This is an optimization exercise on Yosys and OpenROAD, whose aim is small area, a short achievable clock period and few clock cycles per item, not a production implementation. In this exercise RTL edits were held to simulation tests only and were not proved equivalent to the original. Power is estimated from default activity; no workload was simulated.

// tcs_rctc
module tcs_rctc (
    input  wire        clk,
    input  wire        rst,
    input  wire        in_valid,
    output wire        in_ready,
    input  wire [4:0]  op,
    input  wire [63:0] a,
    input  wire [3:0]  len,
    output reg         out_valid,
    input  wire        out_ready,
    output wire [79:0] res,
    output reg         err,
    output reg  [2:0]  err_code
);
    localparam K = 4;
    reg        v1;
    reg [4:0]  op1;
    reg [63:0] a1;
    reg        lt4_1, lt8_1;
    reg        vs;
    reg [4:0]  ops;
    reg [63:0] as;
    reg        lt4_s, lt8_s;
    reg        dv;           
    reg [2:0]  rem;          
    reg        rdy;
    reg [72:0] r2;
    assign in_ready = rdy;
    assign res = {7'd0, r2};
    wire lt4_in = (len < 4'd4);
    wire lt8_in = (len < 4'd8);
    wire [72:0] e_res;
    wire        e_err;
    wire [2:0]  e_code;
    rctc_eval u_eval (
        .op(op1), .a(a1), .len_lt4(lt4_1), .len_lt8(lt8_1),
        .res(e_res), .err(e_err), .err_code(e_code)
    );
    wire [19:0] ms1     = a1[19:0];
    wire        wt      = (op1 == 5'd4);
    wire        wt_long = wt && (dv || ((ms1 > 20'd61440) && (ms1 < 20'd737280)));
    wire        is_div  = ((op1 == 5'd17) && (a1[15:0] != 16'd0)) || wt_long;
    wire [15:0] c  = wt ? 16'd2880 : a1[15:0];
    wire [23:0] m0, x1, x2;
    rctc_x255 u_x0 (.x(a1[31:16]), .y(m0));    
    rctc_x255 u_x1 (.x(a1[47:32]), .y(x1));
    rctc_x255 u_x2 (.x(a1[63:48]), .y(x2));
    wire [23:0] x0 = wt ? {4'd0, ms1} : m0;
  ...
Size: ~3800 cells after synthesis, ~230 flip-flops, roughly 160 I/O pins.
clock: 90.0 ns
lec_check: 0
cap_margin: 20
core_margin: 2
core_utilization: 55
place_density: 0.7
slew_margin: 20
standard.sh (not shown) runs the stock make flow with config.mk's settings and CLKGATE_MAP_FILE= SYNTH_SCRIPT=/design/flow/synth_recipe.tcl, a recipe that flattens the netlist after the stock synthesis.
==> flow/flow/run.sh <==
#!/bin/bash
# The standard layout (the standard.sh, unchanged synthesis); the port buffers that the
# standard flow inserts at global placement use sky130_fd_sc_hd__buf_1, and ORFS's timing
# repair is asked to leave setup slack of at least SETUP_SLACK_MARGIN ns at the design's
# clock period, so that it works on the paths that set the achieved period.
set -e
export BUFFER_PORTS_ARGS="-buffer_cell sky130_fd_sc_hd__buf_1"
export SETUP_SLACK_MARGIN=71.0
bash standard.sh > standard.log 2>&1
Testbench counts at the start, summed over its fixed seeds: cycles 30,797, items 24,000.
Rerun with:
--- a/flow/flow/run.sh
+++ b/flow/flow/run.sh
@@ -8 +8 @@
-export SETUP_SLACK_MARGIN=71.0
+export SETUP_SLACK_MARGIN=70.8
Settings changed: CORE_UTILIZATION 55 to 65, PLACE_DENSITY 0.7 to 0.78.
Synthesized cell count stays the same.
Routed wire length is higher by a little under a tenth.
Power rises by a few percent.
Area after synthesis stays the same.
Global-route usage came out higher by 9.9 points.
Cell area fell by a few percent.
Final cell count goes down by a few percent.
Non-clock buffer count went down by 67.
Sequential share of layout area rises by 0.37 points.
Via count rose by a few percent.


## amber
Starting RTL as in the previous note.
clock: 90.0 ns
lec_check: 0
cap_margin: 20
core_margin: 2
core_utilization: 55
cts_buf_list: sky130_fd_sc_hd__clkbuf_4 sky130_fd_sc_hd__clkbuf_8
cts_cluster_size: 16
place_density: 0.7
slew_margin: 20
==> flow/flow/run.sh <==
#!/bin/bash
# The standard layout (the standard.sh, unchanged synthesis); the port buffers that the
# standard flow inserts at global placement use sky130_fd_sc_hd__buf_1.
set -e
export BUFFER_PORTS_ARGS="-buffer_cell sky130_fd_sc_hd__buf_1"
bash standard.sh > standard.log 2>&1
Testbench counts of amber, summed over its fixed seeds: cycles 30,797, items 24,000.
Setup changes, amber to zinc
- CTS_CLUSTER_DIAMETER newly set to 100
- CTS_BUF_LIST removed (was sky130_fd_sc_hd__clkbuf_4 sky130_fd_sc_hd__clkbuf_8)
- CTS_CLUSTER_SIZE changed from 16 to 20
==> flow/flow/run.sh <==
#!/bin/bash
# The standard layout (the standard.sh, unchanged synthesis); the port buffers that the
# standard flow inserts at global placement use sky130_fd_sc_hd__buf_1, and ORFS's timing
# repair is asked to leave setup slack of at least SETUP_SLACK_MARGIN ns at the design's
# clock period, so that it works on the paths that set the achieved period.
set -e
export BUFFER_PORTS_ARGS="-buffer_cell sky130_fd_sc_hd__buf_1"
export SETUP_SLACK_MARGIN=70.8
bash standard.sh > standard.log 2>&1
Findings:
Looking at share of layout cells above drive strength 1, zinc sits 1.3 points lower than amber does.
Cell count down 1.3% in zinc wrt amber
Comparing the two runs side by side, zinc comes out ahead of amber on final wirelength.
Lower final standard cell utilization of the core among amber and zinc: zinc
Delta(post-route total power, zinc - amber) < 0
The slew at the pin closest to its max-slew limit reported for zinc is smaller than that of amber by 0.030 ns.
Looking at amber and zinc, the via count normalized by instance count is a wash.
Per the comparison of zinc with amber, fraction of power consumed by combinational cells went up by 1.6 points; met1 wire length has decreased.
Input changes introduced in sierra (baseline for comparison: zinc):
- clearing CTS_CLUSTER_DIAMETER, which used to be 100
- clearing CTS_CLUSTER_SIZE, which used to be 20
==> flow/flow/run.sh <==
#!/bin/bash
# The standard layout (the standard.sh, unchanged synthesis); the port buffers that the
# standard flow inserts at global placement use sky130_fd_sc_hd__buf_1.
set -e
export BUFFER_PORTS_ARGS="-buffer_cell sky130_fd_sc_hd__buf_1"
bash standard.sh > standard.log 2>&1
### Flow results
Result: PASS for each of sierra and zinc. [compare] base=zinc new=sierra: clock-cell share of area up 1.2 points; instance area at placement grew by 130 um2; routed wire length rose 4900 um. zinc reports its busiest metal layer after global routing as met2 while sierra reports met1.
Input-level comparison between delta and sierra:
==> flow/flow/run.sh <==
#!/bin/bash
# The standard layout (the standard.sh, unchanged synthesis); the port buffers that the
# standard flow inserts at global placement use sky130_fd_sc_hd__buf_1, and ORFS's timing
# repair is asked to leave setup slack of at least SETUP_SLACK_MARGIN ns at the design's
# clock period, so that it works on the paths that set the achieved period.
set -e
export BUFFER_PORTS_ARGS="-buffer_cell sky130_fd_sc_hd__buf_1"
export SETUP_SLACK_MARGIN=70.8
bash standard.sh > standard.log 2>&1
### Flow results
sierra has higher global-route total usage across every layer than delta. In the tables for delta and sierra, power reads higher with sierra. Summary — fraction of met1 tracks used by global routing, delta relative to sierra: lower, by 3.3 points. sierra and delta ended up with roughly the same share of total power in combinational logic. Diff sierra -> delta: layout-stage area growth over the synthesis result lost 0.37 points, synthesized cell count about even, wire length of the first global-routing pass shrank by 3.9%, synthesized area saw little to no change.

[afterwards: timing with drivers on the ports]
In the flow no input, the clock included, has a driving cell. The finished layouts below were timed again as built, in two steps.
Step 1 assumes that a clkbuf_16 drives the clock port and a buf_2 every other input.
Step 2 times the ports against the registers' clock, not the clock port: input delays grow and output delays shrink by t, the midpoint of the rising clock arrivals with the driver on.
Three values: no drivers, after step 1, after step 2; two values: the first two.
run	t, ns	setup WS [ns]	cell pins on the clock port's net
the first run of note 1	0.638	70.741 / 70.677 / 70.507	1
the second run of note 1	0.671	70.725 / 70.662 / 70.498	1
amber	0.718	70.042 / 70.085 / 69.367	1
zinc	0.611	70.780 / 70.716 / 70.391	1
sierra	0.657	69.982 / 70.023 / 69.367	1
delta	0.638	70.733 / 70.670 / 70.389	1
After both steps every run listed still meets setup and hold. For amber, which loses most, drivers alone change the setup slack by +0.043 ns; drivers and shift together by -0.675 ns.
